From an optimization exercise on the open Yosys and OpenROAD flow, aimed at small area, a short achievable clock period and few clock cycles per item; shortcuts taken in it are not production practice.
For this run, only the layout was checked, not whether the RTL still works.
Power figures rest on the tool's default switching activity, not on a simulated workload.

<file path="flow/run.sh">
#!/bin/bash
set -euo pipefail
bash standard.sh SETUP_SLACK_MARGIN=6.75 finish > flow_make.log 2>&1
</file>
<file path="standard.sh">
#!/bin/bash
# synth_recipe.tcl (not shown) runs the flow's synth.tcl, then flattens the netlist and writes it again
# the make line also repeats each setting of config.mk as NAME=value (left out here)
make -C /OpenROAD-flow-scripts/flow DESIGN_CONFIG=/design/flow/config.mk WORK_HOME=/design/flow/orfs CLKGATE_MAP_FILE= SYNTH_SCRIPT=/design/flow/synth_recipe.tcl "${@:-finish}"
</file>
<file path="config.mk">
export PLATFORM = sky130hd
export DESIGN_NAME = comlynx_arbiter
export DESIGN_NICKNAME = comlynx_arbiter
export VERILOG_FILES = /design/flow/design.v
export SDC_FILE = /design/flow/constraint.sdc
export NUM_CORES = 4
export LEC_CHECK = 0
export CAP_MARGIN = 20
export CORE_MARGIN = 2
export CORE_UTILIZATION = 40
export CTS_BUF_LIST = sky130_fd_sc_hd__clkbuf_8
export SLEW_MARGIN = 20
</file>
<file path="constraint.sdc">
create_clock -name core_clock -period 10.0 [get_ports {clk}]
set_input_delay 2.0000 -clock core_clock [delete_from_list [all_inputs] [get_ports {clk}]]
set_output_delay 2.0000 -clock core_clock [all_outputs]
set_load 0.01 [all_outputs]
</file>
<file path="design.v">
module comlynx_arbiter (
    input  wire        clk,
    input  wire        rst,         
    input  wire        cmd_valid,
    output reg         cmd_ready,
    input  wire [31:0] cmd_data,
    input  wire        cmd_last,
    output reg         rsp_valid,
    input  wire        rsp_ready,
    output wire [15:0] rsp_data
);
    localparam NN  = 24;
    localparam [4:0] C_NONE    = 5'd0,
                     C_CONF    = 5'd1,
                     C_CONFM   = 5'd2,
                     C_SETIE   = 5'd3,
                     C_SEND    = 5'd4,
                     C_RECV    = 5'd5,
                     C_BRK     = 5'd6,
                     C_RXRDY   = 5'd7,
                     C_TXRDY   = 5'd8,
                     C_TXEMPTY = 5'd9,
                     C_RXBRK   = 5'd10,
                     C_IRQ     = 5'd11,
                     C_SERCTL  = 5'd12,
                     C_HFRM    = 5'd13,
                     C_HOVR    = 5'd14,
                     C_HPAR    = 5'd15,
                     C_HANY    = 5'd16,
                     C_RSTERR  = 5'd17,
                     C_PE      = 5'd18,
                     C_PO      = 5'd19,
                     C_P       = 5'd20,
                     C_CHK     = 5'd21;
    integer i;
    reg          cfg_configured, cfg_enabled, cfg_even;
    reg [2:0]    fault;
    reg [NN-1:0] n_ovr, n_par, n_brk, n_rxie, n_txie;
    reg [5:0]    rp [0:NN-1];           
    reg [5:0]    head, tail;
    reg [4:0]    b_snd [0:31];
    reg [7:0]    b_pay [0:31];
    reg [31:0]   b_xp;                  
    reg [31:0]   b_pp;                  
    reg        in_tr;         
    reg        a_v, a_first, a_last;
    reg [4:0]  a_c;           
    reg        a_hd;          
    reg [2:0]  a_sf;          
    reg        a_ok;          
    reg        a_ncfg;        
    reg        a_send, a_recv;
    reg [4:0]  a_k;           
    reg [5:0]  a_p;           
    reg [4:0]  a_ks;          
    reg [5:0]  a_ps;          
    reg [8:0]  a_d;
    reg        a_dp;          
    wire       fire = cmd_valid & cmd_ready;
    wire [7:0] op   = cmd_data[31:24];
    wire [4:0] node = cmd_data[20:16];
    reg [4:0]  dc;
    reg [31:0] msk;
    reg        tnode;
    always @(*) begin
        dc    = C_NONE;
        msk   = 32'hFFE0FFFF;
        tnode = 1'b1;
        case (op)
            8'h01: begin dc = C_CONF;  msk = 32'hFFFFFFFC; tnode = 1'b0; end
            8'h02: begin dc = C_CONFM; msk = 32'hFFFFFFFC; tnode = 1'b0; end
            8'h03: begin dc = C_SETIE; msk = 32'hFFE0FF3F; end
            8'h10: begin dc = C_SEND;  msk = 32'hFFE0FF00; end
            8'h11: dc = C_RECV;
            8'h12: dc = C_BRK;
            8'h20: dc = C_RXRDY;
            8'h21: dc = C_TXRDY;
            8'h22: dc = C_TXEMPTY;
            8'h23: dc = C_RXBRK;
            8'h24: dc = C_IRQ;
            8'h25: dc = C_SERCTL;
            8'h30: dc = C_HFRM;
            8'h31: dc = C_HOVR;
            8'h32: dc = C_HPAR;
            8'h33: dc = C_HANY;
            8'h34: dc = C_RSTERR;
            8'h40: begin dc = C_PE;  msk = 32'hFFFFFF00; tnode = 1'b0; end
            8'h41: begin dc = C_PO;  msk = 32'hFFFFFF00; tnode = 1'b0; end
            8'h42: begin dc = C_P;   msk = 32'hFFFFFE00; tnode = 1'b0; end
            8'h43: begin dc = C_CHK; msk = 32'hFFFFFFFF; tnode = 1'b0; end
            default: tnode = 1'b0;
        endcase
    end
    wire [2:0] sf = (dc == C_NONE)                               ? 3'd1 :
                    ((cmd_data & msk & 32'h00FFFFFF) != 32'd0)   ? 3'd2 :
                    (tnode && node >= NN)                        ? 3'd3 : 3'd0;
    wire in_hd = (dc == C_SEND) | (dc == C_TXRDY) | (dc == C_TXEMPTY) |
                 (dc == C_IRQ) | (dc == C_SERCTL);
    reg        fx;            
    wire [4:0] k  = a_k;
    wire [5:0] p  = a_p;
    wire [4:0] p5 = p[4:0];
    wire [5:0] p1 = p + 6'd1;
    wire [4:0] t5 = tail[4:0];
    wire [4:0] h5 = head[4:0];
    wire has_next = (p != tail);
    wire full     = (tail[5] != head[5]) & (t5 == h5);
    wire tx_ready = ~full;
    wire [7:0] pay = b_pay[p5];
    wire       xp  = b_xp[p5];
    wire       pp  = b_pp[p5];
    wire       recheck = cfg_enabled ? (cfg_even ? pp : ~pp) : cfg_even;
    wire       mism    = has_next & (recheck ^ xp);
    wire       new_xp  = cfg_enabled ? (cfg_even ? a_dp : ~a_dp) : cfg_even;
    reg [31:0] se_k, se_r, ge_h, lt_t;
    always @(*) begin
        for (i = 0; i < 32; i = i + 1) begin
            se_k[i] = (b_snd[i] == k);
            ge_h[i] = (i >= h5);
            lt_t[i] = (i < t5);
        end
        for (i = 0; i < 32; i = i + 1)
            se_r[i] = se_k[(i + 1) % 32];
    end
    wire        wrap_live = (t5 < h5) | full;
    wire [31:0] live      = wrap_live ? (ge_h | lt_t) : (ge_h & lt_t);
    wire        tx_empty  = ~|(live & se_k);
    wire own_next = se_r[p5] & (p1 != tail);
    reg [NN-1:0] at_head;
    always @(*)
        for (i = 0; i < NN; i = i + 1)
            at_head[i] = (rp[i] == head);
    wire [NN-1:0] kdec   = {{(NN-1){1'b0}}, 1'b1} << k;
    wire          ev_bg  = (head != tail) & ~|at_head;
    wire          only_k = ~|(at_head & ~kdec);       
    wire c_send  = a_send;
    wire c_recv  = a_recv;
    wire needcfg = a_ncfg;
    reg  evp;
    reg  [1:0] qn;                      
    wire stall = fx | (a_v & a_first & a_hd & evp) | (a_v & a_last & qn[1]);
    wire go    = a_v & ~stall;           
    wire first = go & a_first;
    wire [2:0] nf = ~a_ok                         ? a_sf :
                    (needcfg & ~cfg_configured)   ? 3'd4 :
                    (c_recv & ~has_next)          ? 3'd6 : 3'd0;
    wire nf_any = ~a_ok | (needcfg & ~cfg_configured) | (c_recv & ~has_next);
    reg  held;                           
    wire exec  = first & ~held & ~nf_any;
    wire ovr_k  = n_ovr[a_ks];
    wire par_k  = n_par[a_ks];
    wire brk_k  = n_brk[a_ks];
    wire rxie_k = n_rxie[a_ks];
    wire txie_k = n_txie[a_ks];
    reg [8:0] val;
    always @(*) begin
        val = 9'd0;
        case (a_c)
            C_SEND:    val = {8'd0, tx_ready};
            C_RECV:    val = {1'd0, pay};
            C_RXRDY:   val = {8'd0, has_next};
            C_TXRDY:   val = tx_ready ? 9'h001 : 9'h100;
            C_TXEMPTY: val = {8'd0, tx_empty};
            C_RXBRK:   val = {8'd0, brk_k};
            C_IRQ:     val = {8'd0, (rxie_k & has_next) | (txie_k & tx_ready)};
            C_SERCTL:  val = {1'd0, tx_ready, has_next, tx_empty, par_k | mism,
                              ovr_k, 1'b0, brk_k, has_next & xp};
            C_HOVR:    val = {8'd0, ovr_k};
            C_HPAR:    val = {8'd0, par_k};
            C_HANY:    val = {8'd0, ovr_k | par_k};
            C_PE:      val = {8'd0, a_dp};
            C_PO:      val = {8'd0, ~a_dp};
            C_P:       val = {8'd0, a_d[8] ~^ a_dp};
            C_CHK:     val = 9'h0FF;
            default:   val = 9'd0;
        endcase
    end
    reg          chk;
    reg [7:0]    acc;
    reg          rsn;
    wire [2:0]  fcode    = held ? fault : nf;
    wire        f_any    = a_first ? (held | nf_any) : held;
    wire [7:0]  acc_sub  = acc - a_d[7:0];
    wire [8:0]  val_last = a_first ? val : {rsn, chk ? acc_sub : acc};
    wire [12:0] rsp_new  = f_any ? {1'b1, (a_first ? fcode : fault), 9'd0} : {4'd0, val_last};
    wire        push     = go & a_last;
    always @(posedge clk) begin
        if (rst) begin
            chk <= 1'b0;
        end else if (go) begin
            if (a_first) begin
                chk <= exec & (a_c == C_CHK);
                acc <= val[7:0];
                rsn <= val[8];
            end else if (chk) begin
                acc <= acc_sub;
            end
        end
    end
    wire do_send = exec & c_send & tx_ready;
    wire do_recv = exec & c_recv;
    wire step    = do_recv | fx;                           
    wire snd_adv = do_send & (p == tail);                  
    wire ev1     = step & (p == head) & only_k;
    wire e_ie      = exec & (a_c == C_SETIE);
    wire e_brk_all = exec & (a_c == C_BRK);
    wire e_brk_clr = exec & (a_c == C_RXBRK);
    wire e_err_clr = exec & (a_c == C_RSTERR);
    wire e_ovr_set = exec & c_send & ~tx_ready;
    wire e_par_set = exec & mism & ((a_c == C_RXRDY) | (a_c == C_SERCTL) |
                                    ((a_c == C_IRQ) & rxie_k));
    wire fx_n    = step & own_next;
    always @(posedge clk) begin
        if (rst) begin
            cfg_configured <= 1'b0;
            cfg_enabled    <= 1'b0;
            cfg_even       <= 1'b0;
            fault          <= 3'd0;
            held           <= 1'b0;
            n_ovr  <= {NN{1'b0}};
            n_par  <= {NN{1'b0}};
            n_brk  <= {NN{1'b0}};
            n_rxie <= {NN{1'b0}};
            n_txie <= {NN{1'b0}};
            head   <= 6'd0;
            tail   <= 6'd0;
            fx     <= 1'b0;
            evp    <= 1'b0;
            for (i = 0; i < NN; i = i + 1)
                rp[i] <= 6'd0;
        end else begin
            if (first & ~held & nf_any) begin
                fault <= nf;
                held  <= 1'b1;
            end
            if (ev_bg | ev1)
                head <= head + 6'd1;
            if (do_send)
                tail <= tail + 6'd1;
            fx  <= fx_n;
            evp <= ev_bg | ev1;
            for (i = 0; i < NN; i = i + 1)
                if (kdec[i] & rp_we)
                    rp[i] <= rp_wv;
            if (exec) begin
                case (a_c)
                    C_CONF: begin
                        cfg_configured <= 1'b1;
                        cfg_enabled    <= a_d[1];
                        cfg_even       <= a_d[0];
                    end
                    C_CONFM: begin
                        cfg_configured <= 1'b1;
                        cfg_enabled    <= ~a_d[1];
                        cfg_even       <= a_d[0];
                    end
                    default: ;
                endcase
            end
            for (i = 0; i < NN; i = i + 1) begin
                if (kdec[i] & e_ie) begin
                    n_txie[i] <= a_d[7];
                    n_rxie[i] <= a_d[6];
                end
                if ((kdec[i] & e_brk_clr) | e_brk_all)
                    n_brk[i] <= e_brk_all;
                if (kdec[i] & (e_ovr_set | e_err_clr))
                    n_ovr[i] <= ~e_err_clr;
                if (kdec[i] & (e_par_set | e_err_clr))
                    n_par[i] <= ~e_err_clr;
            end
        end
    end
    wire       rp_we = step | snd_adv;
    wire [5:0] rp_wv = step ? p1 : tail + 6'd1;
    wire b_we = a_v & a_first & c_send & ~full;
    always @(posedge clk) begin
        if (b_we) begin
            b_snd[t5]  <= a_ks;
            b_pay[t5]  <= a_d[7:0];
            b_xp[t5]   <= new_xp;
            b_pp[t5]   <= a_dp;
        end
    end
    wire [5:0] rp_node = rp[node];
    wire       in_raw  = ~(rp_we & (node == k));   
    wire [5:0] a_p_alt = fx_n ? p1 :
                         fx   ? ((a_ks == k) ? p1 : a_ps) :
                         fire ? rp_wv : a_p;
    always @(posedge clk) begin
        if (rst) begin
            in_tr <= 1'b0;
            a_v   <= 1'b0;
        end else begin
            if (fire)
                in_tr <= ~cmd_last;
            if (~stall)
                a_v <= fire;
        end
        if (fire) begin
            a_ks    <= node;
            a_ps    <= in_raw ? rp_node : rp_wv;
        end
        a_p <= (fire & ~fx_n & in_raw) ? rp_node : a_p_alt;
        if (fx_n) begin
        end else if (fx) begin
            a_k     <= a_ks;
        end else if (fire) begin
            a_k     <= node;
        end
        if (fire) begin
            a_first <= ~in_tr;
            a_last  <= cmd_last;
            a_c     <= dc;
            a_hd    <= in_hd;
            a_sf    <= sf;
            a_ok    <= (sf == 3'd0);
            a_ncfg  <= (dc >= C_SETIE) & (dc <= C_RSTERR);
            a_send  <= (dc == C_SEND);
            a_recv  <= (dc == C_RECV);
            a_d     <= cmd_data[8:0];
            a_dp    <= ^cmd_data[7:0];
        end
    end
    reg [12:0] q0, q1;
    wire pop = rsp_valid & rsp_ready;
    wire [1:0] qpos = qn - {1'b0, pop};     
    wire [1:0] qn_n = qn + {1'b0, push} - {1'b0, pop};
    assign rsp_data  = {q0[12:9], 3'b000, q0[8:0]};
    wire an_v    = stall ? a_v : fire;
    wire an_last = stall ? a_last : cmd_last;
    wire an_hd   = stall ? (a_first & a_hd) : (~in_tr & in_hd);
    wire ev_pend = ev_bg | ev1;
    always @(posedge clk) begin
        if (rst) begin
            qn        <= 2'd0;
            rsp_valid <= 1'b0;
            cmd_ready <= 1'b1;
        end else begin
            qn        <= qn_n;
            rsp_valid <= (qn_n != 2'd0);
            cmd_ready <= ~(an_v & an_last & qn_n[1]) & ~fx_n & ~(an_v & an_hd & ev_pend);
        end
        if (pop)
            q0 <= q1;
        if (push) begin
            if (qpos == 2'd0) q0 <= rsp_new;
            if (qpos == 2'd1) q1 <= rsp_new;
        end
    end
endmodule
</file>
==> results.txt <==
[synth_stat cells (17+ instances only)]
cell type	count
sky130_fd_sc_hd__nor3_1	85
sky130_fd_sc_hd__xor2_1	193
sky130_fd_sc_hd__a21oi_1	220
sky130_fd_sc_hd__inv_1	39
sky130_fd_sc_hd__a22oi_1	50
sky130_fd_sc_hd__and2_1	19
sky130_fd_sc_hd__mux4_2	121
sky130_fd_sc_hd__a22o_1	33
sky130_fd_sc_hd__nand4_1	26
sky130_fd_sc_hd__o22ai_1	19
sky130_fd_sc_hd__o21ai_0	208
sky130_fd_sc_hd__nand3_1	124
sky130_fd_sc_hd__nor2_2	17
sky130_fd_sc_hd__buf_4	21
sky130_fd_sc_hd__nand2b_1	23
sky130_fd_sc_hd__ha_1	27
sky130_fd_sc_hd__buf_2	43
sky130_fd_sc_hd__nor2_1	304
sky130_fd_sc_hd__nand2_1	276
sky130_fd_sc_hd__mux2_2	45
sky130_fd_sc_hd__dfxtp_1	310
sky130_fd_sc_hd__clkbuf_1	145
sky130_fd_sc_hd__mux2i_1	147
sky130_fd_sc_hd__buf_6	24
sky130_fd_sc_hd__xnor2_1	175
sky130_fd_sc_hd__edfxtp_1	548
sky130_fd_sc_hd__nor2b_1	19
sky130_fd_sc_hd__nor4_1	28
sky130_fd_sc_hd__a211oi_1	86
[kinds of logic after synthesis]
family                   after synthesis
AO/OA/AOI/OAI                        748
XOR/XNOR                             368
adder cells (fa/ha/maj)               35
buffers and inverters                286
flip-flops                           858
multiplexers                         313
other                                  1
AND/OR/NAND/NOR                     1003
[registers in the layout, summed over array words and instances (netlist names), 24 cells and up, named ones only]
signal,count
b_xp,32
n_par,24
n_ovr,24
rp,144
n_brk,24
b_pay,256
n_txie,24
n_rxie,24
b_pp,32
b_snd,160
[power breakdown]
group	internal, mW	switching, mW
logic	0.481	0.616
registers	3.85	0.0615
clock network	1.58	1.53
total	5.91	2.21
[per-layer routing]
metal  vias to the layer above  wire [microns]
met5                         -              13
met4                         2            4690
met3                       288           12500
met2                      1544           62700
met1                     15700           61400
li1                      13800               -
[worst min path at each step]
stage	slack [ps]	end	cells past startpoint	from
after CTS	470	n_brk[6]	2	n_brk[6]
after floorplan	420	cfg_configured	2	cfg_configured
final	470	a_first	1	in_tr
after global routing	480	cfg_configured	2	cfg_configured
after detailed placement	450	cfg_configured	2	cfg_configured
after global placement	440	cfg_configured	2	cfg_configured
[per-stage QoR]
stage	hold slack (ps)	cells	cell area (sq um)	power [mW]	setup slack, ps
after detailed placement	445	4860	44000	4.83	4580
after global routing	483	5315	50500	8.39	6610
final	471	5315	50500	8.12	6650
after global placement	442	4860	44000	4.83	4620
after floorplan	420	3614	42600	4.53	5990
after CTS	473	5201	48800	8.04	6530
[what timing repair did]
| item | in CTS | in global routing |
|---|---|---|
| pin swaps | 42 | 75 |
| buffers inserted | 72 | 96 |
| cloned | 17 | 15 |
| resized for setup | 303 | 163 |
| setup endpoints to repair | 744 | 309 |
[final cells by class]
| cell class | instances | area [sq um] |
|---|---|---|
| clock buffer | 164 | 2260 |
| inverter | 43 | 184 |
| clock inverter | 88 | 559 |
| tap | 1380 | 1730 |
| timing repair buffer | 304 | 3590 |
| antenna | 2 | 5.00 |
| timing repair inverter | 1 | 7.51 |
| fill | 9185 | 53200 |
| multi-input combinational | 2475 | 19500 |
| sequential | 858 | 22700 |
[worst max-delay path, delay by kind of cell]
kind	cells	cell delay, ps
multiplexers	1	200
AND/OR/NAND/NOR	4	550
AO/OA/AOI/OAI	5	1080
buffers and inverters	2	220
==> impl_metrics.env <==
export IMPL_status="timing/DRC/antenna clean"
export IMPL_synth_top_family_by_area="simple AND/OR/NAND/NOR gates"
export IMPL_std_cell_rows=118
export IMPL_netlist_instances=3612
export IMPL_global_route_peak_usage_layer="met2"
export IMPL_synth_seq_cells=858
export IMPL_drt_wl_total_microns=141000
export IMPL_final_period_minus_worst_setup_slack_ps=3350
export IMPL_syn_avg_cell_area_sq_um=11.6
export IMPL_grt_use_met1_pct=36.5
export IMPL_ir_worst_vdd_mv=0.123
export IMPL_detailedRoute_firstIterationViolations=3668
export IMPL_final_setup_viol_count=0
export IMPL_skew_ps=43.6
export IMPL_achievable_frequency_mhz=299
export IMPL_worst_hold_path_type="reg2reg"
export IMPL_critPathArrivalTime_ps=4060
export IMPL_holdBufCountCts=0
export IMPL_fin_setup_tns_ps=0
export IMPL_synth_enable_flop_cells=548
export IMPL_class_of_the_most_critical_setup_path="in2reg"
export IMPL_final_layout_size_suffix_gt1_share_pct=23.8
export IMPL_synth_top_area_share_pct=39.3
export IMPL_clk_slew_on_worst_s_h_paths_ps=60
export IMPL_dieWidth_microns=327
export IMPL_synth_compound_gate_area_share_pct=11.3
export IMPL_hpwl_microns=84500
export IMPL_slew_violations=0
export IMPL_cts_tree="built"
export IMPL_clock_root_buffer="sky130_fd_sc_hd__clkbuf_8"
export IMPL_number_of_global_route_vias_before_repair=28900
export IMPL_antenna_found_initial=2
export IMPL_cp_data_required_time_ps=10710
export IMPL_worstSkewPairLatency_ps=870
export IMPL_synth_seq_area_share_pct=54.2
export IMPL_worstMarginPinSlew_ps=1210
export IMPL_crit_path_from="cmd_data[17]"
export IMPL_crit_path_max_incr_delay_ps=380
export IMPL_synth_async_reset_ratio_pct=0
export IMPL_pin_count=55
export IMPL_global_route_usage_met2_pct=37.8
export IMPL_worst_slew_margin_rel_pct=19.0
export IMPL_reg2reg_to="q1[0]"
export IMPL_timing_max_cap_violations=0
export IMPL_setup_reg_to_reg_worst_slack_ps=6730
export IMPL_dr_pass1_iters=8
export IMPL_power_density_mw_per_mm2=161
export IMPL_synth_yosys_warnings=2
export IMPL_place_gp_congestion=0.949
export IMPL_drcViolationCount=0
export IMPL_final_common_cell="sky130_fd_sc_hd__edfxtp_1"
export IMPL_finish_net_count=3897
export IMPL_worstSetupStartpointType="primary input"
export IMPL_initial_core_utilization_pct=40.4
export IMPL_cts_max_level=4
export IMPL_synth_flop_cell="sky130_fd_sc_hd__edfxtp_1"
export IMPL_r2r_worst_path_cells=10
export IMPL_fp_dieH_microns=327
export IMPL_synth_xor_area_share_pct=7.70
export IMPL_worstPathMaxFanout=8
export IMPL_layout_core_utilization_pct=48.7
export IMPL_vias_per_cell=5.90
export IMPL_synth_top_area_cell="sky130_fd_sc_hd__edfxtp_1"
export IMPL_critical_path_slowest_cell="sky130_fd_sc_hd__o32a_1"
export IMPL_wl_per_cell_microns=26.6
export IMPL_syn_area_sq_mm=0.0418
export IMPL_static_leakage_power_nw=17.4
export IMPL_yosys_area_share_adder_pct=1.02
export IMPL_flow_area_growth_from_synthesis_pct=20.7
export IMPL_post_synthesis_cell_type_count=96
export IMPL_core_region_area_sq_mm=0.104
export IMPL_synth_simple_gate_area_share_pct=11.3
export IMPL_clock_path_buffers=3
export IMPL_largest_net_degree_at_the_start_of_global_routing=101
export IMPL_drtAntennaViolNets=0
export IMPL_crit_top_cell="sky130_fd_sc_hd__o21ai_1"
export IMPL_layout_cells_most_common_list="548 x sky130_fd_sc_hd__edfxtp_1, 285 x sky130_fd_sc_hd__dfxtp_1, 258 x sky130_fd_sc_hd__nand2_1"
export IMPL_rsz0062_at_grt="true"
export IMPL_dr_total_vias=31400
export IMPL_setup_worst_path_end_class="flip-flop"
export IMPL_synth_mux_area_share_pct=11.2
export IMPL_report_final_hold_viol_count=0
export IMPL_grt_use_met3_pct=4.41
export IMPL_clock_sink_count=858
export IMPL_floorplan_die_area_sq_mm=0.107
export IMPL_groute_usage_overall_pct=25.0
export IMPL_final_min_period_over_clock_period_pct=33.5
export IMPL_quantity_of_i_o_buffers_inserted_on_ports=51
export IMPL_numCtsBuffers=149
export IMPL_globalRouteOverflowTotal=0
export IMPL_path_cells="buf_12 > or3b_4 > buf_6 > nor2_4 > a22o_1 > a221oi_2 > nand3_1 > o32a_1 > mux2i_1 > o21ai_1 > nand2_1 > o21ai_1"
export IMPL_grt_pass1_wl_microns=200000
export IMPL_netlist_top_cells_area="sky130_fd_sc_hd__edfxtp_1 39%, sky130_fd_sc_hd__dfxtp_1 15%, sky130_fd_sc_hd__mux4_2 6.5%"

-- port drivers added, routing unchanged --
The flow's constraints put no driver on any port. The routed layout listed below was extracted and timed again, unchanged, in two steps.
Step 1 assumes that a clkbuf_16 drives the clock port and a buf_2 every other input.
Step 2, shift: input delay + t, output delay - t, t = (earliest + latest rising clock arrival at the registers) / 2. This alone moves slack from input paths to output paths.
Three values: no drivers, after step 1, after step 2; two values: the first two.
t (ns): 0.916
slack for setup (ns): 6.655 / 6.607 / 5.691
hold WS [ns]: 0.471 / 0.471 / 0.471
pins driven straight from the clock port: 1
After both steps setup and hold are still met in this run. For this run, drivers alone change the setup slack by -0.048 ns; drivers and shift together by -0.964 ns.
